What follows belongs to an exercise in optimizing a design on an open flow for small area, a short achievable clock period and few clock cycles per item; a production flow would make more cautious choices.
RTL that was checked went through simulation tests only; none was proved equivalent to the original.
No functional check of the RTL was part of runs 3 and 4.
No activity file was given, so power comes from the tool's default toggle rates.

File: design/flow/config.mk
export PLATFORM = sky130hd
export DESIGN_NAME = ioc_audio_enc
export DESIGN_NICKNAME = ioc_audio_enc
export VERILOG_FILES = /design/flow/design.v
export SDC_FILE = /design/flow/constraint.sdc
export NUM_CORES = 4
export LEC_CHECK = 0
export ABC_CLOCK_PERIOD_IN_PS = 4000
export CAP_MARGIN = 20
export CORE_MARGIN = 2
export CORE_UTILIZATION = 40
export PLACE_DENSITY = 0.6
export SETUP_SLACK_MARGIN = 4.5
export SLEW_MARGIN = 20
File: design/flow/constraint.sdc
create_clock -name core_clock -period 9.0 [get_ports {clk}]
set_input_delay 1.8000 -clock core_clock [delete_from_list [all_inputs] [get_ports {clk}]]
set_output_delay 1.8000 -clock core_clock [all_outputs]
set_load 0.01 [all_outputs]
File: design/flow/design.v
module ioc_audio_enc (
    input  wire        clk,
    input  wire        rst,
    input  wire [1:0]  cfg_coding,
    input  wire        cfg_word_sel,
    input  wire [63:0] now_us,
    input  wire        in_valid,
    output wire        in_ready,
    input  wire [63:0] in_frame,
    output reg         out_valid,
    input  wire        out_ready,
    output reg  [7:0]  out_data,
    output reg         out_last,
    output reg  [31:0] bad_cnt
);
    localparam [1:0] C_PCM = 2'd0, C_U8 = 2'd1, C_U10 = 2'd2;
    localparam integer N = 32;
    wire is_pcm = (cfg_coding == C_PCM);
    wire is_u8  = (cfg_coding == C_U8);
    wire is_u10 = (cfg_coding == C_U10);
    reg rst_r;
    always @(posedge clk) rst_r <= rst;
    wire srst = rst | rst_r;
    reg  [23:0] ir_raw;
    reg         ir_v, ir_last;
    reg  [8:0]  iidx;         
    reg  [63:0] ts;
    reg         ts_v;
    reg         in_ready_r;
    assign in_ready = in_ready_r;
    wire in_fire = in_valid & in_ready_r;
    wire [31:0] word = cfg_word_sel ? in_frame[63:32] : in_frame[31:0];
    wire        bad  = (word[23:16] != 8'hFF);
    reg  [3:0]  shift;
    reg  [5:0]  umin;
    reg  [23:0] blk_or;       
    reg  [1:0]  bst;          
    wire hold = (bst != 2'd0);
    reg  [15:0] p16;
    reg  [7:0]  pt;           
    reg         p_v, p_half;
    wire [31:0] raw  = {{8{ir_raw[23]}}, ir_raw};
    wire [31:0] p    = raw << shift;
    wire [23:0] umag = ir_raw[23] ? (~ir_raw + 24'd1) : ir_raw;
    reg  [7:0]  thr;
    integer t;
    always @* begin
        for (t = 0; t < 8; t = t + 1)
            thr[t] = p[31] ? (~&(p | ((32'd1 << (23 + t)) - 32'd1)) | ((p & ((32'd1 << (23 + t)) - 32'd1)) == 32'd0))
                           : (|(p[30:0] >> (23 + t)));
    end
    reg  [N-1:0] v;
    reg  [12:0]  d [0:N-1];
    wire hole_any = ~&v;
    wire pop;
    reg  [N-1:0] hole_le;
    integer i;
    always @* begin
        hole_le[0] = ~v[0];
        for (i = 1; i < N; i = i + 1) hole_le[i] = hole_le[i-1] | ~v[i];
    end
    wire [N-1:0] ld = hole_le | {N{pop}};
    wire push  = p_v & ld[N-1];
    wire p_fin = ~is_pcm | p_half;            
    wire pdone = push & p_fin;
    wire p_ld  = ir_v & ~hold & (~p_v | pdone);
    reg  [1:0]  acode;
    always @*
        acode = is_u8 ? (pt[5] ? 2'd3 : pt[3] ? 2'd2 : pt[1] ? 2'd1 : 2'd0)
                      : (pt[7] ? 2'd3 : pt[5] ? 2'd2 : pt[3] ? 2'd1 : 2'd0);
    wire [21:0] p16x = {{6{p16[15]}}, p16};
    wire [10:0] wsel = p16x[{acode, 1'b0} +: 11];
    wire [12:0] entry = is_pcm ? {5'd0, p_half ? p16[7:0] : p16[15:8]} : {acode, wsel};
    reg  [4:0] ipos;          
    reg  [7:0] acc0, acc1;    
    reg [5:0] bu;
    integer k;
    always @* begin
        bu = 6'd31;
        for (k = 0; k < 24; k = k + 1)
            if (blk_or[k]) bu = 6'd30 - k[5:0];
    end
    reg  [5:0] bu_r, um;
    wire [5:0] sh_clamp = ({2'b00, shift} < um) ? {2'b00, shift} : um;
    wire [5:0] sh_diff  = um - sh_clamp;
    reg  [5:0] sh_new;
    always @* begin
        if (sh_diff > 6'd4 && sh_clamp < 6'd12)
            sh_new = sh_clamp + 6'd1;
        else if (sh_diff < 6'd4 && sh_clamp > 6'd0)
            sh_new = sh_clamp - 6'd1;
        else
            sh_new = sh_clamp;
    end
    reg        e_hdr;         
    reg  [3:0] hcnt;
    reg        e_cs;          
    reg  [3:0] e_pair;
    reg  [4:0] e_idx;         
    reg        e_half;        
    reg  [2:0] e_ph;          
    reg  [3:0] ecs, cs1;
    reg  [15:0] seq;
    function [3:0] cs_of(input [7:0] a, input u10);
        reg [3:0] c;
        begin
            c = a[7] ? 4'd8 : a[6] ? 4'd7 : a[5] ? 4'd6 : a[4] ? 4'd5 :
                a[3] ? 4'd4 : a[2] ? 4'd3 : a[1] ? 4'd2 : a[0] ? 4'd1 : 4'd0;
            cs_of = u10 ? ((c > 4'd2) ? c - 4'd2 : 4'd0) : c;
        end
    endfunction
    wire [3:0] ncs0 = cs_of(acc0, is_u10);
    wire [3:0] ncs1 = cs_of(acc1, is_u10);
    wire [15:0] body_len = is_u8 ? 16'd330 : is_u10 ? 16'd410 : 16'd640;
    reg  [7:0] hdr_byte;
    always @* begin
        case (hcnt)
            4'd0:  hdr_byte = 8'h5A;
            4'd1:  hdr_byte = {6'd0, cfg_coding};
            4'd2:  hdr_byte = seq[15:8];
            4'd3:  hdr_byte = seq[7:0];
            4'd4:  hdr_byte = ts[63:56];
            4'd5:  hdr_byte = ts[55:48];
            4'd6:  hdr_byte = ts[47:40];
            4'd7:  hdr_byte = ts[39:32];
            4'd8:  hdr_byte = ts[31:24];
            4'd9:  hdr_byte = ts[23:16];
            4'd10: hdr_byte = ts[15:8];
            4'd11: hdr_byte = ts[7:0];
            4'd12: hdr_byte = body_len[15:8];
            default: hdr_byte = body_len[7:0];
        endcase
    end
    wire [12:0] d0 = d[0];
    wire [12:0] d1 = d[1];
    wire [3:0]  dl0 = ecs - {1'b0, d0[12:11], 1'b0};
    wire [3:0]  dl1 = ecs - {1'b0, d1[12:11], 1'b0};
    wire [10:0] s0 = $signed(d0[10:0]) >>> dl0;
    wire [10:0] s1 = $signed(d1[10:0]) >>> dl1;
    wire [9:0]  c0 = s0[9:0];
    wire [9:0]  c1 = s1[9:0];
    reg  [7:0]  u10_byte;
    always @* begin
        case (e_ph)
            3'd0:    u10_byte = c0[9:2];
            3'd1:    u10_byte = {c0[1:0], c1[9:4]};
            3'd2:    u10_byte = {c0[3:0], c1[9:6]};
            3'd3:    u10_byte = {c0[5:0], c1[9:8]};
            default: u10_byte = c0[7:0];
        endcase
    end
    reg        sk_v, sk_l;
    reg  [7:0] sk_d;
    wire eok      = ~sk_v;                
    wire oreg_ld  = ~out_valid | out_ready;
    wire last_smp = (e_pair == 4'd9) & (e_idx == 5'd31);
    wire can_hdr  = e_hdr & ts_v;
    wire can_cs   = ~e_hdr & ~is_pcm & e_cs & ~hole_any;
    wire can_smp  = ~e_hdr & (is_pcm ? v[0] : ~e_cs);
    wire produce  = can_hdr | can_cs | can_smp;
    wire smp_pop  = is_pcm | is_u8 | (e_ph != 3'd0);
    wire smp_adv  = is_pcm ? e_half : smp_pop;      
    assign pop    = eok & can_smp & smp_pop;
    reg [7:0] nbyte;
    always @* begin
        if (e_hdr)       nbyte = hdr_byte;
        else if (is_pcm) nbyte = d0[7:0];
        else if (e_cs)   nbyte = {ncs0, ncs1};
        else if (is_u8)  nbyte = s0[7:0];
        else             nbyte = u10_byte;
    end
    wire nlast = ~e_hdr & (is_pcm | ~e_cs) & smp_adv & last_smp;
    wire ir_v_n   = in_fire | (ir_v & ~p_ld);
    wire p_v_n    = p_ld | (p_v & ~pdone);
    wire p_half_n = p_ld ? 1'b0 : (push ? ~p_half : p_half);
    reg  [N-1:0] v_n;
    integer j;
    always @* begin
        for (j = 0; j < N-1; j = j + 1)
            v_n[j] = ld[j] ? v[j+1] : v[j];
        v_n[N-1] = ld[N-1] ? push : v[N-1];
    end
    wire [1:0] bst_n  = (bst != 2'd0) ? bst + 2'd1 : (p_ld & ir_last) ? 2'd1 : 2'd0;
    wire hold_n = (bst_n != 2'd0);
    wire in_ready_n = ~ir_v_n | (~hold_n & (~p_v_n | ((~is_pcm | p_half_n) & ~&v_n)));
    always @(posedge clk) begin
        for (j = 0; j < N-1; j = j + 1)
            if (ld[j]) d[j] <= d[j+1];
        if (ld[N-1]) d[N-1] <= entry;
        if (in_ready_r) begin
            ir_raw  <= {word[15:0], word[31:24]};
            ir_last <= (iidx == 9'd319);
        end
        if (in_ready_r & ~ts_v & (iidx == 9'd0)) ts <= now_us;
        if (p_ld) begin
            p16 <= p[31:16];
            pt  <= thr;
        end
        if (push & ~is_pcm) begin
            if (ipos == 5'd0)       acc0 <= pt;
            else if (~ipos[4])      acc0 <= acc0 | pt;
            if (ipos == 5'd16)      acc1 <= pt;
            else if (ipos[4])       acc1 <= acc1 | pt;
        end
        if (bst == 2'd1) bu_r <= bu;
        if (bst == 2'd2) um <= (bu_r < umin) ? bu_r : umin;
        if (rst) begin
            bad_cnt    <= 32'd0;
            in_ready_r <= 1'b1;
            ir_v       <= 1'b0;
        end else begin
            if (in_fire & bad) bad_cnt <= bad_cnt + 32'd1;
            in_ready_r <= in_ready_n;
            ir_v       <= ir_v_n;
        end
        if (srst) begin
            iidx     <= 9'd0;
            ts_v     <= 1'b0;
            v        <= {N{1'b0}};
            p_v      <= 1'b0;
            p_half   <= 1'b0;
            bst      <= 2'd0;
            shift    <= 4'd0;
            umin     <= 6'd31;
            blk_or   <= 24'd0;
            ipos     <= 5'd0;
            e_hdr    <= 1'b1;
            hcnt     <= 4'd0;
            e_cs     <= 1'b1;
            e_pair   <= 4'd0;
            e_idx    <= 5'd0;
            e_half   <= 1'b0;
            e_ph     <= 3'd0;
            seq      <= 16'd0;
            sk_v     <= 1'b0;
            out_valid <= 1'b0;
            out_last <= 1'b0;
        end else begin
            if (in_fire) iidx <= (iidx == 9'd319) ? 9'd0 : iidx + 9'd1;
            v      <= v_n;
            p_v    <= p_v_n;
            p_half <= p_half_n;
            bst    <= bst_n;
            if (p_ld) blk_or <= blk_or | umag;
            if (bst == 2'd1) blk_or <= 24'd0;
            if (bst == 2'd3) begin
                shift <= sh_new[3:0];
                umin  <= um + 6'd1;
            end
            if (pdone) ipos <= ipos + 5'd1;
            if (oreg_ld) begin
                out_valid <= sk_v | (eok & produce);
                out_data  <= sk_v ? sk_d : nbyte;
                out_last  <= sk_v ? sk_l : nlast;
                sk_v      <= 1'b0;
            end else if (eok & produce) begin
                sk_v <= 1'b1;
                sk_d <= nbyte;
                sk_l <= nlast;
            end
            if (eok & can_hdr) begin
                hcnt <= hcnt + 4'd1;
                if (hcnt == 4'd13) begin
                    hcnt  <= 4'd0;
                    e_hdr <= 1'b0;
                end
            end
            if (eok & can_cs) begin
                ecs  <= ncs0;
                cs1  <= ncs1;
                e_cs <= 1'b0;
            end
            if (eok & can_smp) begin
                if (is_pcm) e_half <= ~e_half;
                if (is_u10) e_ph <= (e_ph == 3'd4) ? 3'd0 : e_ph + 3'd1;
                if (smp_adv) begin
                    e_idx <= e_idx + 5'd1;
                    if (e_idx == 5'd15) ecs <= cs1;
                    if (e_idx == 5'd31) begin
                        e_cs   <= 1'b1;
                        e_pair <= (e_pair == 4'd9) ? 4'd0 : e_pair + 4'd1;
                        if (e_pair == 4'd9) begin
                            e_hdr <= 1'b1;
                            seq   <= seq + 16'd1;
                        end
                    end
                end
            end
            if (in_fire & (iidx == 9'd0)) ts_v <= 1'b1;
            else if (eok & can_hdr & (hcnt == 4'd13)) ts_v <= 1'b0;
        end
    end
endmodule
File: design/flow/run.sh
#!/bin/bash
# synth_recipe.tcl (not shown) runs the flow's synth.tcl, then flattens the netlist and writes it again
# the make line also repeats each setting of config.mk as NAME=value (left out here)
make -C /OpenROAD-flow-scripts/flow DESIGN_CONFIG=/design/flow/config.mk WORK_HOME=/design/flow/orfs CLKGATE_MAP_FILE= SYNTH_SCRIPT=/design/flow/synth_recipe.tcl finish
==> results of run 1 <==
[through the flow]
step                      area, sq um  hold WS [ns]  std cells  utilization  power [W]
final                           36490        0.4036       3525       0.4813   0.007756
after global routing            36490        0.4082       3525       0.4813   0.008055
after CTS                       36350        0.3963       3514       0.4794   0.007856
after detailed placement        33380        0.4045       3352       0.4402   0.004633
after global placement          33370        0.4006       3352       0.4401   0.004619
after floorplan                 30650        0.4003       2284            -   0.004432
[worst register-to-register path: stages (launching register included)]
cell	delay, ns
dfxtp_1	0.30
buf_4	0.41
ha_1	0.34
a21o_1	0.19
a21oi_2	0.23
nor3_4	0.10
mux2i_1	0.20
inv_1	0.15
ha_1	0.18
inv_1	0.06
fa_1	0.41
a211oi_1	0.31
xnor2_1	0.16
o211a_1	0.18
o21ai_0	0.14
a21oi_1	0.31
inv_1	0.11
o41ai_1	0.34
a31oi_1	0.08
[state kept, by name, summed over array words and instances (netlist names), 16 cells and up]
name     count
seq         16
blk_or      24
bad_cnt     32
p16         16
ir_raw      24
d          416
ts          64
v           32
[power groups by stage]
stage          Combinational, W  Clock, W  Sequential [W]
2_1_floorplan          0.000259         0         0.00417
3_3_place_gp           0.000379         0         0.00424
3_5_place_dp           0.000382         0         0.00425
4_1_cts                0.000395   0.00328         0.00418
5_1_grt                0.000431   0.00341         0.00421
6_report               0.000395   0.00318         0.00418
[cell usage in the layout, fill, tap and decap left out, types with 9 or more instances in the layout]
master,n
o221ai_1,13
and2_1,12
xor2_1,35
clkinv_1,15
a21o_1,21
a22oi_1,16
o211ai_1,13
ha_1,38
a211oi_1,24
a31oi_1,14
mux4_2,25
o21ai_0,63
a221oi_1,9
nor2_1,223
nor3_1,27
or3_1,22
a21oi_1,142
nand2b_1,23
nand3_1,38
mux2i_1,68
and3_1,14
buf_4,36
nand2_1,125
clkbuf_1,21
o22ai_1,10
clkbuf_16,78
inv_1,84
o31ai_1,18
nand4_1,38
clkdlybuf4s50_1,174
dfxtp_1,157
nor2b_1,32
xnor2_1,53
edfxtp_1,581
mux2_2,61
o21a_1,11
nor4_1,13
[layer usage]
layer  GRT usage  wire length (um)  share of wire
met1      0.2264             29670           0.46
met3     0.02777              3269          0.051
met2      0.2539             29510           0.46
met5           0                13        0.00020
met4     0.04936              1500          0.023
[cell type report]
class	instances	area [sq um]
Clock buffer	101	2058
Timing Repair Buffer	218	2142
Fill cell	6544	39330
Inverter	89	345.3
Clock inverter	42	535.5
Tap cell	978	1224
Multi-Input combinational cell	1358	9578
Sequential cell	739	20610
[cells in the mapped netlist, types with 5 or more instances]
master,number,share of area
nand3_1,45,0.0074
or4_1,7,0.0017
nor2_1,225,0.028
a221oi_1,10,0.0029
o211ai_1,13,0.0032
nor2b_1,33,0.0067
nor3b_1,6,0.0015
and2_1,12,0.0025
o21a_1,11,0.0027
xnor2_1,53,0.015
a21o_1,21,0.0051
inv_1,87,0.011
xor2_1,35,0.010
a211oi_1,25,0.0061
ha_1,38,0.016
nand2b_1,23,0.0047
dfxtp_1,158,0.10
o31ai_1,18,0.0044
mux2_2,61,0.022
a21oi_1,143,0.023
buf_2,7,0.0011
o221ai_1,13,0.0037
mux2i_1,68,0.022
nand4_1,38,0.0078
clkbuf_1,81,0.0099
a22o_1,6,0.0017
o21ai_0,64,0.010
a22oi_1,16,0.0039
nor4_1,16,0.0033
a31oi_1,15,0.0031
o22ai_1,10,0.0020
edfxtp_1,581,0.57
or3_1,22,0.0045
and4_1,7,0.0020
a32oi_1,6,0.0017
nor3_1,30,0.0049
mux4_2,25,0.018
nand2_1,128,0.016
or2_2,8,0.0016
and3_1,16,0.0033
buf_1,9,0.0011
o21bai_1,5,0.0012
[worst max path at each step]
stage / end / slack (ns) / cells past startpoint
after floorplan: d[26][0] / 4.50 / 9
after global placement: p16[4] / 3.08 / 10
after detailed placement: ir_v / 2.93 / 12
after CTS: in_ready_r / 4.47 / 12
after global routing: shift[3] / 4.37 / 18
final: shift[3] / 4.65 / 18
[repair_timing]
| item | 4_1_cts | 5_1_grt |
|---|---|---|
| buffers inserted | 16 | 11 |
| setup endpoints to repair | 354 | 277 |
| hold endpoints to repair | 0 | 0 |
| hold buffers | 0 | 0 |
| gates resized for setup | 38 | 20 |
| pin swaps | 7 | 6 |
| gates cloned | 3 | 0 |
[cells by family after synthesis]
| logic type | Yosys count | share of synthesized area |
|---|---|---|
| xor+xnor | 88 | 0.02516 |
| mux | 160 | 0.06666 |
| fa+ha+maj | 44 | 0.01846 |
| flops | 739 | 0.6728 |
| buf+inv | 190 | 0.02451 |
| other cells | 1 | 0.0001224 |
| compound gates | 423 | 0.08994 |
| simple gates | 639 | 0.1023 |
==> impl_metrics.yaml, run 1 <==
sta:
  worstMarginPinSlew_ns: 1.088
  finalWorstSetupSlack_ns: 4.653
  slew-limit-headroom: 0.2746
  period_share: 0.4830
  rsz0062_at_grt: "yes"
  clock_skew_ns: 0.02920
  min_period_ns: 4.347
  finalSetupViolations: 0
  fmax_mhz: 230.1
  totalNegativeSetupSlack_ns: 0
  slew_viol_final: 0
  final_hold_viol_count: 0
layout:
  syn2layout_area_growth_pct: 19.14
  n_antenna_cell: 0
  drive_above_1_share: 0.1205
  fin_nets: 2660
drt:
  drcViolationCount: 0
  wl_per_cell_um: 18.15
  vias_per_cell: 5.359
  wl_mm: 63.97
  firstDrtPassIters: 6
  via_count: 18890
  ant_nets: 0
  drt-initial-drc-count: 1464
synthesis:
  ys_types: 94
  synth-seq-cells: 739
  synth_async_sr_flop_share: 0
  synthFlopType: "edfxtp_1"
  synth_edf_count: 581
  yosys_warnings: 2
  synthCells: 2284
  synth_area_sq_um: 30630
  yosysSeqAreaShare: 0.6728
  syn_avg_cell_area_sq_um: 13.41
power:
  pwr-share-comb: 0.051
  power.density_nw_per_um2: 212.5
  p_switching_w: 0.001671
  internal_power_w: 0.006085
  pwr-share-seq: 0.539
  p_leak_nw: 12.62
  clkPwrFrac: 0.410
  netSwitchingFraction: 0.2154
  irDropWorstVdd_mv: 0.1531
floorplanning:
  coreArea_sq_um: 75820
  die_h_um: 280.7
  die_w_um: 280.7
  dieArea_sq_um: 78810
  rows: 101
  io_pins: 178
  initial_core_util: 0.4040
grt:
  overflow: 0
  grt_first_pass_wirelength_mm: 100.8
  first_global_vias: 18310
  grt_max_degree: 65
  track_usage: 0.1606
  antenna_found_initial: 1
placement:
  place.detailed.hpwl_mm: 43.74
  routabilityCongestion: 0.8942
  dp_slack_ns: 2.929
  port_buffers: 177
hold_path:
  holdCritStartpoint: "d[18][4]"
  min_path_cells: 0
  min_to: "d[17][4]"
  min_path_type: "register to register"
worst_setup_path:
  arrival_ns: 4.82
  critPathKind: "register to register"
  rr_worst_depth: 18
  r2r_slack_ns: 4.65
  startpoint: "shift[2]"
  worstReg2RegStart: "shift[2]"
  critPathTopFamily: "compound AO/OA/AOI/OAI gates"
  end_kind: "register"
  worst_path_max_delay_cell: "buf_4"
  crit_path_cell_trace: "buf_4 -> ha_1 -> a21o_1 -> a21oi_2 -> nor3_4 -> mux2i_1 -> inv_1 -> ha_1 -> inv_1 -> fa_1 -> a211oi_1 -> xnor2_1 -> o211a_1 -> o21ai_0 -> a21oi_1 -> inv_1 -> o41ai_1 -> a31oi_1"
  critPathMostFrequentCell: "inv_1"
  slowest_delay_ns: 0.41
  path_max_fanout: 42
  worstPathRequired_ns: 9.47
  reg2reg_to: "shift[3]"
  cp-start-kind: "register"
  cp_num_buf_inv: 4
clocking:
  clockRootBuffer: "clkbuf_16"
  cts_buffer_depth: 3
  clkLatencyLatePin_ns: 0.64
  tritoncts: "yes"
  cts.sinks: 739
  cts_buffers: 78
  clk_pin_slew_ns: 0.06
  htreeDepth: 3
outcome:
  outcome: "finished clean"
job:
  cap_violations: 0
Testbench counts, summed over its fixed seeds: cycles 46,584, blocks 96.
==> run 2, diff against run 1 <==
==> design/flow/config.mk (replaced) <==
export PLATFORM = sky130hd
export DESIGN_NAME = ioc_audio_enc
export DESIGN_NICKNAME = ioc_audio_enc
export VERILOG_FILES = /design/flow/design.v
export SDC_FILE = /design/flow/constraint.sdc
export NUM_CORES = 4
export LEC_CHECK = 0
export CAP_MARGIN = 20
export CORE_MARGIN = 2
export CORE_UTILIZATION = 40
export PLACE_DENSITY = 0.6
export SLEW_MARGIN = 20
==> impl_metrics.yaml, run 2 <==
outcome:
  outcome: "finished clean"
worst_setup_path:
  worstPathRequired_ns: 9.16
  worstReg2RegStart: "um[1]"
  startpoint: "cfg_coding[1]"
  cp.depth: 10
  r2r_slack_ns: 4.42
  cp_num_buf_inv: 4
  rr_worst_depth: 19
  path_max_fanout: 41
  critPathCapture: "d[26][12]"
  critPathKind: "primary input to register"
  reg2reg_to: "shift[3]"
  critPathTopFamily: "simple AND/OR/NAND/NOR gates"
  worst_path_max_delay_cell: "nor3_1"
  arrival_ns: 6.17
  cp-start-kind: "primary input"
  end_kind: "register"
  slowest_delay_ns: 0.89
  critPathMostFrequentCell: "inv_1"
  crit_path_cell_trace: "clkdlybuf4s50_1 -> inv_1 -> ha_1 -> buf_4 -> or4b_1 -> o211a_1 -> nor3_2 -> inv_1 -> nor3_1 -> nand4_1"
floorplanning:
  initial_core_util: 0.4040
  die_h_um: 280.7
  io_pins: 178
  rows: 101
  die_w_um: 280.7
  coreArea_sq_um: 75820
  dieArea_sq_um: 78810
synthesis:
  syn_avg_cell_area_sq_um: 13.41
  synthFlopType: "edfxtp_1"
  synthXorXnorAreaFrac: 0.02516
  synthMuxAreaShare: 0.06666
  synthCells: 2284
  synth_edf_count: 581
  yosys_warnings: 2
  synth-seq-cells: 739
  ys_top_cells_by_area: "edfxtp_1 57%, dfxtp_1 10%, nor2_1 2.8%"
  ys_types: 94
  synth-adder-area-share: 0.01846
  synth_top_family_by_area: "simple AND/OR/NAND/NOR gates"
  synth_area_sq_um: 30630
  synth_compound_area_frac: 0.08994
  yosysMostFrequentCell: "edfxtp_1"
  yosys-top-cells-count: "581 x edfxtp_1, 225 x nor2_1, 158 x dfxtp_1"
  netlist.area_leader.share: 0.5696
  synth_top_area_cell: "edfxtp_1"
  synth_async_sr_flop_share: 0
  synth-simple-area-share: 0.1023
  yosysSeqAreaShare: 0.6728
clocking:
  clkLatencyLatePin_ns: 0.64
  cts_buffers: 76
  tritoncts: "yes"
  hold_buffers: 0
  cts_buffer_depth: 3
  cts_setup_buffers: 0
  cts_resized: 0
  cts.sinks: 739
  clockRootBuffer: "clkbuf_16"
  htreeDepth: 3
  clk_pin_slew_ns: 0.06
hold_path:
  min_path_type: "register to register"
drt:
  ant_nets: 0
  wl_met2_mm: 29.00
  firstDrtPassIters: 6
  top_layer: "met4"
  via_count: 18650
  wl_per_cell_um: 17.84
  drt-initial-drc-count: 1554
  wl_met1_mm: 28.78
  wl_mm: 62.35
  drcViolationCount: 0
  wl_met3_mm: 3.032
  vias_per_cell: 5.336
sta:
  min_period_ns: 6.011
  slew_viol_final: 0
  worstMarginPinSlew_ns: 1.034
  slew-limit-headroom: 0.3052
  period_share: 0.6679
  final_hold_viol_count: 0
  rsz0062_at_grt: "no"
  clock_skew_ns: 0.03414
  holdWs_ns: 0.3954
  totalNegativeSetupSlack_ns: 0
  fmax_mhz: 166.4
  finalSetupViolations: 0
layout:
  layout_commonest_cell: "edfxtp_1"
  syn2layout_area_growth_pct: 17.11
  fin_nets: 2629
  n_antenna_cell: 0
  largest_register_ffs: 416
  regMostFlops: "d"
  mostFrequentLayoutCells: "581 x edfxtp_1, 225 x nor2_1, 176 x clkdlybuf4s50_1"
  drive_above_1_share: 0.1037
  final_core_util: 0.4731
  top_regs: "d: 416 flops, ts: 64 flops"
  final_area_sq_um: 35870
grt:
  first_global_vias: 18690
  grt_max_degree: 66
  track_usage: 0.1584
  overflow: 0
  antenna_found_initial: 0
  grt_first_pass_wirelength_mm: 99.41
placement:
  port_buffers: 177
  placed_area_sq_um: 33350
  place.detailed.hpwl_mm: 43.45
  routabilityCongestion: 0.8858
job:
  cap_violations: 0
power:
  irDropWorstVdd_mv: 0.1333
  power.density_nw_per_um2: 212.3
  p_leak_nw: 12.34
-- run 2: cell families (layout without fill, tap and decap cells) --
family / Yosys count / in the layout
other: 1 / 1
flip-flops: 739 / 739
AO/OA/AOI/OAI: 423 / 423
adder cells (fa/ha/maj): 44 / 44
XOR/XNOR: 88 / 88
AND/OR/NAND/NOR: 639 / 639
multiplexers: 160 / 160
buffers and inverters: 190 / 422
-- run 2: how the worst min path moves through the flow --
| stage | to | slack, ns | from | depth (start not counted) |
|---|---|---|---|---|
| finish | d[16][8] | 0.40 | d[17][8] | 0 |
| global route | d[16][0] | 0.41 | d[17][0] | 0 |
| CTS | d[17][9] | 0.40 | d[18][9] | 0 |
| detailed placement | d[11][3] | 0.40 | d[12][3] | 0 |
| global placement | d[9][9] | 0.40 | d[10][9] | 0 |
| floorplan | d[0][0] | 0.40 | d[1][0] | 0 |
-- run 2: power by group --
group          leakage (nW)  internal, W  switching [W]  total, W
Combinational          3.86     0.000192       0.000194  0.000386
Sequential             7.29      0.00404       0.000138   0.00418
Clock                  1.19      0.00172        0.00134   0.00305
-- run 2: worst register-to-register path, stage by stage, from the launching register on --
cell and delay [ns]:
edfxtp_1 0.49, inv_1 0.11, ha_1 0.29, a21o_1 0.14
a21o_1 0.14, a21oi_1 0.12, nor3_2 0.50, mux2i_1 0.25
inv_1 0.16, ha_1 0.18, inv_1 0.06, fa_1 0.41
a211oi_1 0.27, xnor2_1 0.16, o211a_1 0.18, o21ai_0 0.15
a21oi_1 0.31, inv_1 0.10, o41ai_1 0.33, a31oi_1 0.09
-- run 2: cell type report --
cell class / count / area [sq um]
clock inverter: 45 / 442.9
multi-input combinational: 1355 / 9339
fill: 6616 / 39950
clock buffer: 96 / 2023
sequential: 739 / 20610
tap: 978 / 1224
timing repair buffer: 192 / 1899
inverter: 89 / 334.1
-- run 2: through the flow --
stage	setup WS, ns	total power (W)	cells
finish	2.989	0.007615	3494
global route	2.700	0.007904	3494
CTS	3.062	0.007717	3493
detailed placement	2.387	0.004633	3352
global placement	2.572	0.004615	3352
floorplan	4.112	0.004432	2284
-- run 2: metal layers --
layer  up-vias  global-route usage
met4         0             0.04977
li1       8921                   -
met3       115             0.02777
met5         -                   0
met2       509              0.2546
met1      9100              0.2189
==> run 3, diff against run 2 <==
--- a/design/flow/design.v
+++ b/design/flow/design.v
@@ -15,12 +15,18 @@
 );
     localparam [1:0] C_PCM = 2'd0, C_U8 = 2'd1, C_U10 = 2'd2;
     localparam integer N = 32;
-    wire is_pcm = (cfg_coding == C_PCM);
-    wire is_u8  = (cfg_coding == C_U8);
-    wire is_u10 = (cfg_coding == C_U10);
     reg rst_r;
-    always @(posedge clk) rst_r <= rst;
-    wire srst = rst | rst_r;
+    reg is_pcm, is_u8, is_u10, wsel_r;
+    reg [1:0] coding;
+    always @(posedge clk) begin
+        rst_r  <= rst;
+        coding <= cfg_coding;
+        is_pcm <= (cfg_coding == C_PCM);
+        is_u8  <= (cfg_coding == C_U8);
+        is_u10 <= (cfg_coding == C_U10);
+        wsel_r <= cfg_word_sel;
+    end
+    wire srst = rst_r;
     reg  [23:0] ir_raw;
     reg         ir_v, ir_last;
     reg  [8:0]  iidx;         
@@ -29,13 +35,13 @@
     reg         in_ready_r;
     assign in_ready = in_ready_r;
     wire in_fire = in_valid & in_ready_r;
-    wire [31:0] word = cfg_word_sel ? in_frame[63:32] : in_frame[31:0];
+    wire [31:0] word = wsel_r ? in_frame[63:32] : in_frame[31:0];
     wire        bad  = (word[23:16] != 8'hFF);
     reg  [3:0]  shift;
     reg  [5:0]  umin;
     reg  [23:0] blk_or;       
-    reg  [1:0]  bst;          
-    wire hold = (bst != 2'd0);
+    reg  [2:0]  bst;          
+    wire hold = (bst != 3'd0);
     reg  [15:0] p16;
     reg  [7:0]  pt;           
     reg         p_v, p_half;
@@ -80,18 +86,9 @@
         for (k = 0; k < 24; k = k + 1)
             if (blk_or[k]) bu = 6'd30 - k[5:0];
     end
-    reg  [5:0] bu_r, um;
-    wire [5:0] sh_clamp = ({2'b00, shift} < um) ? {2'b00, shift} : um;
-    wire [5:0] sh_diff  = um - sh_clamp;
-    reg  [5:0] sh_new;
-    always @* begin
-        if (sh_diff > 6'd4 && sh_clamp < 6'd12)
-            sh_new = sh_clamp + 6'd1;
-        else if (sh_diff < 6'd4 && sh_clamp > 6'd0)
-            sh_new = sh_clamp - 6'd1;
-        else
-            sh_new = sh_clamp;
-    end
+    reg  [5:0] bu_r, um, shc;
+    reg        sh_up, sh_dn;
+    wire [5:0] sh_diff = um - shc;
     reg        e_hdr;         
     reg  [3:0] hcnt;
     reg        e_cs;          
@@ -116,7 +113,7 @@
     always @* begin
         case (hcnt)
             4'd0:  hdr_byte = 8'h5A;
-            4'd1:  hdr_byte = {6'd0, cfg_coding};
+            4'd1:  hdr_byte = {6'd0, coding};
             4'd2:  hdr_byte = seq[15:8];
             4'd3:  hdr_byte = seq[7:0];
             4'd4:  hdr_byte = ts[63:56];
@@ -180,8 +177,8 @@
             v_n[j] = ld[j] ? v[j+1] : v[j];
         v_n[N-1] = ld[N-1] ? push : v[N-1];
     end
-    wire [1:0] bst_n  = (bst != 2'd0) ? bst + 2'd1 : (p_ld & ir_last) ? 2'd1 : 2'd0;
-    wire hold_n = (bst_n != 2'd0);
+    wire [2:0] bst_n  = (bst == 3'd5) ? 3'd0 : (bst != 3'd0) ? bst + 3'd1 : (p_ld & ir_last) ? 3'd1 : 3'd0;
+    wire hold_n = (bst_n != 3'd0);
     wire in_ready_n = ~ir_v_n | (~hold_n & (~p_v_n | ((~is_pcm | p_half_n) & ~&v_n)));
     always @(posedge clk) begin
         for (j = 0; j < N-1; j = j + 1)
@@ -202,9 +199,14 @@
             if (ipos == 5'd16)      acc1 <= pt;
             else if (ipos[4])       acc1 <= acc1 | pt;
         end
-        if (bst == 2'd1) bu_r <= bu;
-        if (bst == 2'd2) um <= (bu_r < umin) ? bu_r : umin;
-        if (rst) begin
+        if (bst == 3'd1) bu_r <= bu;
+        if (bst == 3'd2) um <= (bu_r < umin) ? bu_r : umin;
+        if (bst == 3'd3) shc <= ({2'b00, shift} < um) ? {2'b00, shift} : um;
+        if (bst == 3'd4) begin
+            sh_up <= (sh_diff > 6'd4) && (shc < 6'd12);
+            sh_dn <= (sh_diff < 6'd4) && (shc > 6'd0);
+        end
+        if (srst) begin
             bad_cnt    <= 32'd0;
             in_ready_r <= 1'b1;
             ir_v       <= 1'b0;
@@ -219,7 +221,7 @@
             v        <= {N{1'b0}};
             p_v      <= 1'b0;
             p_half   <= 1'b0;
-            bst      <= 2'd0;
+            bst      <= 3'd0;
             shift    <= 4'd0;
             umin     <= 6'd31;
             blk_or   <= 24'd0;
@@ -242,9 +244,9 @@
             p_half <= p_half_n;
             bst    <= bst_n;
             if (p_ld) blk_or <= blk_or | umag;
-            if (bst == 2'd1) blk_or <= 24'd0;
-            if (bst == 2'd3) begin
-                shift <= sh_new[3:0];
+            if (bst == 3'd1) blk_or <= 24'd0;
+            if (bst == 3'd5) begin
+                shift <= sh_up ? shc[3:0] + 4'd1 : sh_dn ? shc[3:0] - 4'd1 : shc[3:0];
                 umin  <= um + 6'd1;
             end
             if (pdone) ipos <= ipos + 5'd1;
--- a/design/flow/config.mk
+++ b/design/flow/config.mk
@@ -5,8 +5,10 @@
 export SDC_FILE = /design/flow/constraint.sdc
 export NUM_CORES = 4
 export LEC_CHECK = 0
+export ABC_CLOCK_PERIOD_IN_PS = 3500
 export CAP_MARGIN = 20
 export CORE_MARGIN = 2
 export CORE_UTILIZATION = 40
 export PLACE_DENSITY = 0.6
+export SETUP_SLACK_MARGIN = 5
 export SLEW_MARGIN = 20
==> impl_metrics.yaml, run 3 <==
outcome:
  outcome: "finished clean"
worst_setup_path:
  worstReg2RegStart: "e_ph[1]"
  end_kind: "primary output"
  slowest_delay_ns: 0.63
  worst_path_max_delay_cell: "clkdlybuf4s50_1"
  cp.depth: 2
  arrival_ns: 1.94
  startpoint: "in_ready_r"
  path_max_fanout: 29
  crit_path_cell_trace: "buf_4 -> clkdlybuf4s50_1"
  worstPathRequired_ns: 7.20
  cp_num_buf_inv: 2
  critPathTopFamily: "buffers and inverters"
  cp-start-kind: "register"
  critPathKind: "register to primary output"
  rr_worst_depth: 11
  critPathCapture: "in_ready"
  r2r_slack_ns: 5.27
  reg2reg_to: "in_ready_r"
grt:
  track_usage: 0.1592
  grt_first_pass_wirelength_mm: 100.2
  antenna_found_initial: 0
  grt_max_degree: 65
  first_global_vias: 18440
  overflow: 0
drt:
  ant_nets: 0
  via_count: 18710
  wl_mm: 63.56
  vias_per_cell: 5.247
  drt-initial-drc-count: 1471
  wl_per_cell_um: 17.82
  firstDrtPassIters: 5
  drcViolationCount: 0
clocking:
  cts_buffers: 80
  cts_buffer_depth: 3
  cts.sinks: 754
  hold_buffers: 0
  clockRootBuffer: "clkbuf_16"
  clkLatencyLatePin_ns: 0.63
  tritoncts: "yes"
  htreeDepth: 3
  clk_pin_slew_ns: 0.06
layout:
  n_antenna_cell: 0
  mostFrequentLayoutCells: "589 x edfxtp_1, 241 x nor2_1, 177 x clkdlybuf4s50_1"
  multi_input_area_sq_um: 9170
  final_area_sq_um: 36330
  regMostFlops: "d"
  num-fill-cells: 6693
  regArea_sq_um: 21000
  fin_nets: 2650
  layout_commonest_cell: "edfxtp_1"
  drive_above_1_share: 0.1049
  syn2layout_area_growth_pct: 17.85
  largest_register_ffs: 416
  top_regs: "d: 416 flops, ts: 64 flops"
power:
  power.density_nw_per_um2: 223.2
  irDropWorstVdd_mv: 0.1247
  p_leak_nw: 12.84
floorplanning:
  dieArea_sq_um: 79300
  rows: 101
  initial_core_util: 0.4052
  die_h_um: 281.6
  io_pins: 178
  die_w_um: 281.6
  coreArea_sq_um: 76080
synthesis:
  yosys-top-cells-count: "589 x edfxtp_1, 241 x nor2_1, 165 x dfxtp_1"
  syn_avg_cell_area_sq_um: 13.49
  synth-seq-cells: 754
  synth_top_area_cell: "edfxtp_1"
  synth_async_sr_flop_share: 0
  netlist.area_leader.share: 0.5737
  yosysSeqAreaShare: 0.6809
  yosysMostFrequentCell: "edfxtp_1"
  yosys_warnings: 2
  synth_edf_count: 589
  synthFlopType: "edfxtp_1"
  synthCells: 2286
  ys_top_cells_by_area: "edfxtp_1 57%, dfxtp_1 11%, nor2_1 2.9%"
  synth_area_sq_um: 30830
  ys_types: 87
sta:
  period_share: 0.4152
  slew_viol_final: 0
  finalSetupViolations: 0
  final_hold_viol_count: 0
  worstMarginPinSlew_ns: 1.047
  totalNegativeSetupSlack_ns: 0
  min_period_ns: 3.736
  slew-limit-headroom: 0.3010
  fmax_mhz: 267.6
  rsz0062_at_grt: "no"
  clock_skew_ns: 0.02078
placement:
  routabilityCongestion: 0.8896
  place.detailed.hpwl_mm: 44.17
  port_buffers: 177
  placed_area_sq_um: 33680
hold_path:
  holdCritStartpoint: "d[27][2]"
  min_path_type: "register to register"
  min_path_cells: 0
job:
  cap_violations: 0
## run 3: kinds of logic (layout without fill, tap and decap cells)
kind of cell,count (synthesis),after routing,share of synthesized area
other,1,3,0.0001216
AOI/OAI and AO/OA,384,384,0.08000
buffers and inverters,185,433,0.02366
xor gates and xnor gates,95,95,0.02699
muxes,154,154,0.06612
and+or+nand+nor,671,671,0.1045
adders and majority gates,42,42,0.01770
DFF,754,754,0.6809
## run 3: what timing repair did
item	in CTS	in global routing
buffers inserted	1	0
gates resized for setup	0	5
pin swaps	1	0
setup endpoints to repair	1	5
## run 3: per-stage QoR
step / hold WS (ns) / setup slack, ns / util / instances / power (W)
3_5_place_dp: 0.4045 / 4.644 / 0.4427 / 3421 / 0.004939
6_report: 0.4031 / 5.264 / 0.4775 / 3566 / 0.008108
3_3_place_gp: 0.4006 / 4.661 / 0.4427 / 3421 / 0.004926
2_1_floorplan: 0.4003 / 5.157 / - / 2288 / 0.004690
5_1_grt: 0.4127 / 5.027 / 0.4775 / 3566 / 0.008425
4_1_cts: 0.4056 / 5.124 / 0.4770 / 3566 / 0.008209
## run 3: area by class of cell
class	count	area share
Clock inverter	48	0.01357
Tap cell	1030	0.03547
Timing Repair Buffer	196	0.05270
Multi-Input combinational cell	1349	0.2524
Sequential cell	754	0.5780
Inverter	93	0.009712
Clock buffer	96	0.05817
## run 3: how the worst min path moves through the flow
stage                      endpoint
after floorplan             d[0][0]
final                      d[26][2]
after global routing      d[23][11]
after global placement     d[16][9]
after CTS                  d[26][2]
after detailed placement   d[10][3]
## run 3: per-layer routing
layer  up-vias  wire length [um]  track usage
li1       8919                 -            -
met1      9213             28170       0.2113
met2       471             30670       0.2641
met3       109              2991      0.02991
met4         0              1720      0.05169
met5         -                 0            0
## run 3: power breakdown
| part | total, W | internal, W | switching (W) |
|---|---|---|---|
| Sequential | 0.00435 | 0.00419 | 0.000164 |
| Clock | 0.00324 | 0.00191 | 0.00132 |
| Combinational | 0.000516 | 0.000241 | 0.000276 |
| Total | 0.00811 | 0.00634 | 0.00176 |
## run 3: worst reg2reg max path: stages (launching register included)
cell and delay, ns:
dfxtp_1 0.35, inv_1 0.10, ha_2 0.30, or4b_4 0.53
o211ai_1 0.11, buf_4 0.28, and4_1 0.39, nand2_1 0.09
maj3_1 0.36, nor4b_2 0.44, a211oi_1 0.15, or4b_1 0.51
==> run 4, diff against run 3 <==
--- a/design/flow/config.mk
+++ b/design/flow/config.mk
@@ -5,7 +5,6 @@
 export SDC_FILE = /design/flow/constraint.sdc
 export NUM_CORES = 4
 export LEC_CHECK = 0
-export ABC_CLOCK_PERIOD_IN_PS = 3500
 export CAP_MARGIN = 20
 export CORE_MARGIN = 2
 export CORE_UTILIZATION = 40
==> impl_metrics.yaml, run 4 <==
outcome:
  outcome: "finished clean"
synthesis:
  synth_async_sr_flop_share: 0
  ys_top_cells_by_area: "edfxtp_1 57%, dfxtp_1 11%, nor2_1 2.9%"
  yosysSeqAreaShare: 0.6809
  synth_top_area_cell: "edfxtp_1"
  synth-seq-cells: 754
  ys_types: 87
  netlist.area_leader.share: 0.5737
  yosys_warnings: 2
  syn_avg_cell_area_sq_um: 13.49
  synthCells: 2286
  yosys-top-cells-count: "589 x edfxtp_1, 241 x nor2_1, 165 x dfxtp_1"
  synth_edf_count: 589
  synthFlopType: "edfxtp_1"
  yosysMostFrequentCell: "edfxtp_1"
  synth_area_sq_um: 30830
grt:
  first_global_vias: 18440
  grt_first_pass_wirelength_mm: 100.2
  track_usage: 0.1592
  antenna_found_initial: 0
  overflow: 0
  grt_max_degree: 65
sta:
  fmax_mhz: 267.6
  slew-limit-headroom: 0.3010
  finalSetupViolations: 0
  period_share: 0.4152
  totalNegativeSetupSlack_ns: 0
  min_period_ns: 3.736
  rsz0062_at_grt: "no"
  clock_skew_ns: 0.02078
  worstMarginPinSlew_ns: 1.047
  holdWs_ns: 0.4031
  slew_viol_final: 0
  final_hold_viol_count: 0
drt:
  firstDrtPassIters: 5
  via_count: 18710
  wl_mm: 63.56
  vias_per_cell: 5.247
  drt-initial-drc-count: 1471
  ant_nets: 0
  wl_per_cell_um: 17.82
  drcViolationCount: 0
job:
  cap_violations: 0
floorplanning:
  initial_core_util: 0.4052
  coreArea_sq_um: 76080
  io_pins: 178
  dieArea_sq_um: 79300
  die_h_um: 281.6
  die_w_um: 281.6
  rows: 101
layout:
  final_core_util: 0.4775
  top_regs: "d: 416 flops, ts: 64 flops"
  syn2layout_area_growth_pct: 17.85
  mostFrequentLayoutCells: "589 x edfxtp_1, 241 x nor2_1, 177 x clkdlybuf4s50_1"
  largest_register_ffs: 416
  fin_nets: 2650
  drive_above_1_share: 0.1049
  regMostFlops: "d"
  layout_commonest_cell: "edfxtp_1"
  n_antenna_cell: 0
worst_setup_path:
  worstPathRequired_ns: 7.20
  path_max_fanout: 29
  reg2reg_to: "in_ready_r"
  arrival_ns: 1.94
  cp-start-kind: "register"
  critPathKind: "register to primary output"
  r2r_slack_ns: 5.27
  rr_worst_depth: 11
  end_kind: "primary output"
  worstReg2RegStart: "e_ph[1]"
clocking:
  htreeDepth: 3
  tritoncts: "yes"
  clockRootBuffer: "clkbuf_16"
  hold_buffers: 0
  cts.sinks: 754
  clkLatencyLatePin_ns: 0.63
  cts_buffer_depth: 3
  clk_pin_slew_ns: 0.06
  cts_buffers: 80
hold_path:
  min_path_cells: 0
  min_to: "d[26][2]"
  min_path_type: "register to register"
  holdCritStartpoint: "d[27][2]"
placement:
  routabilityCongestion: 0.8896
  place.detailed.hpwl_mm: 44.17
  port_buffers: 177
power:
  p_leak_nw: 12.84
  p_total_w: 0.008108
  power.density_nw_per_um2: 223.2
  irDropWorstVdd_mv: 0.1247
[run 4: cell counts after synthesis]
No cell type changed its count.
[run 4: cell type report]
class | instances | area (sq um)
clock buffers | 96 | 2113
clock inverters | 48 | 493.0
fillers | 6693 | 39750
inverters | 93 | 352.8
multi-input cells | 1349 | 9170
flip-flops and latches | 754 | 21000
well taps | 1030 | 1289
repair buffers | 196 | 1914
[run 4: cells by family (layout without fill, tap and decap cells)]
family,after synthesis,in the layout,share of synthesized area
AO/OA/AOI/OAI,384,384,0.08000
XOR/XNOR,95,95,0.02699
other,1,3,0.0001216
multiplexers,154,154,0.06612
adder cells (fa/ha/maj),42,42,0.01770
flip-flops,754,754,0.6809
buffers and inverters,185,433,0.02366
AND/OR/NAND/NOR,671,671,0.1045
[run 4: through the flow]
step,area [sq um],cells,setup WS [ns]
6_report,36330,3566,5.264
5_1_grt,36330,3566,5.027
4_1_cts,36290,3566,5.124
3_5_place_dp,33680,3421,4.644
3_3_place_gp,33680,3421,4.661
2_1_floorplan,30830,2288,5.157
[run 4: routing by layer]
layer / global-route usage / vias up / part of all wire
met5: 0 / - / 0
li1: - / 8919 / -
met4: 0.05169 / 0 / 0.027
met2: 0.2641 / 471 / 0.48
met1: 0.2113 / 9213 / 0.44
met3: 0.02991 / 109 / 0.047
[run 4: how the worst max path moves through the flow]
stage,from,to,cells past startpoint
floorplan,in_frame[22],bad_cnt[31],8
global placement,in_frame[54],bad_cnt[31],10
detailed placement,in_frame[54],bad_cnt[31],10
CTS,e_ph[0],in_ready_r,11
global route,ecs[1],out_data[7],12
finish,in_ready_r,in_ready,2
[run 4: where the power goes]
| group | switching (W) | internal (W) |
|---|---|---|
| Clock | 0.00132 | 0.00191 |
| Combinational | 0.000276 | 0.000241 |
| Sequential | 0.000164 | 0.00419 |
| Total | 0.00176 | 0.00634 |
[run 4: what timing repair did]
action | CTS | global route
hold endpoints to repair | 0 | 0
resized for setup | 0 | 5
setup buffers | 1 | 0
setup endpoints to repair | 1 | 5
pin swaps | 1 | 0
[run 4: worst max-delay path: stages (launching register included)]
cell	delay, ns
dfxtp_1	0.31
buf_4	0.37
clkdlybuf4s50_1	0.63

-- static timing again, ports no longer ideal --
How much do the figures lean on ideal ports? The routed layouts below were timed once more, with nothing changed but the port constraints.
Step 1 assumes that a clkbuf_16 drives the clock port and a buf_2 every other input.
Step 2 moves the port delays by t, midway between the first and last clock arrival at a register: inputs arrive t later, outputs are due t later. That takes back most of the time a late clock gives input paths.
a / b / c = ideal ports / drivers / drivers and shift; a / b = the first two.
| run | t (ns) | setup slack, ns | latest minus earliest clock arrival (ns) | worst slew at a driven data input, ns |
|---|---|---|---|---|
| run 1 | 0.692 | 4.653 / 4.653 / 4.108 | 0.031 / 0.031 | 0.08 |
| run 2 | 0.686 | 2.989 / 3.025 / 2.339 | 0.035 / 0.034 | 0.07 |
| run 3 | 0.673 | 5.264 / 5.203 / 4.668 | 0.028 / 0.028 | 0.07 |
| run 4 | 0.673 | 5.264 / 5.203 / 4.668 | 0.028 / 0.028 | 0.07 |
After both steps every run listed still meets setup and hold. For run 2, which loses most, drivers alone change the setup slack by +0.036 ns; drivers and shift together by -0.650 ns.
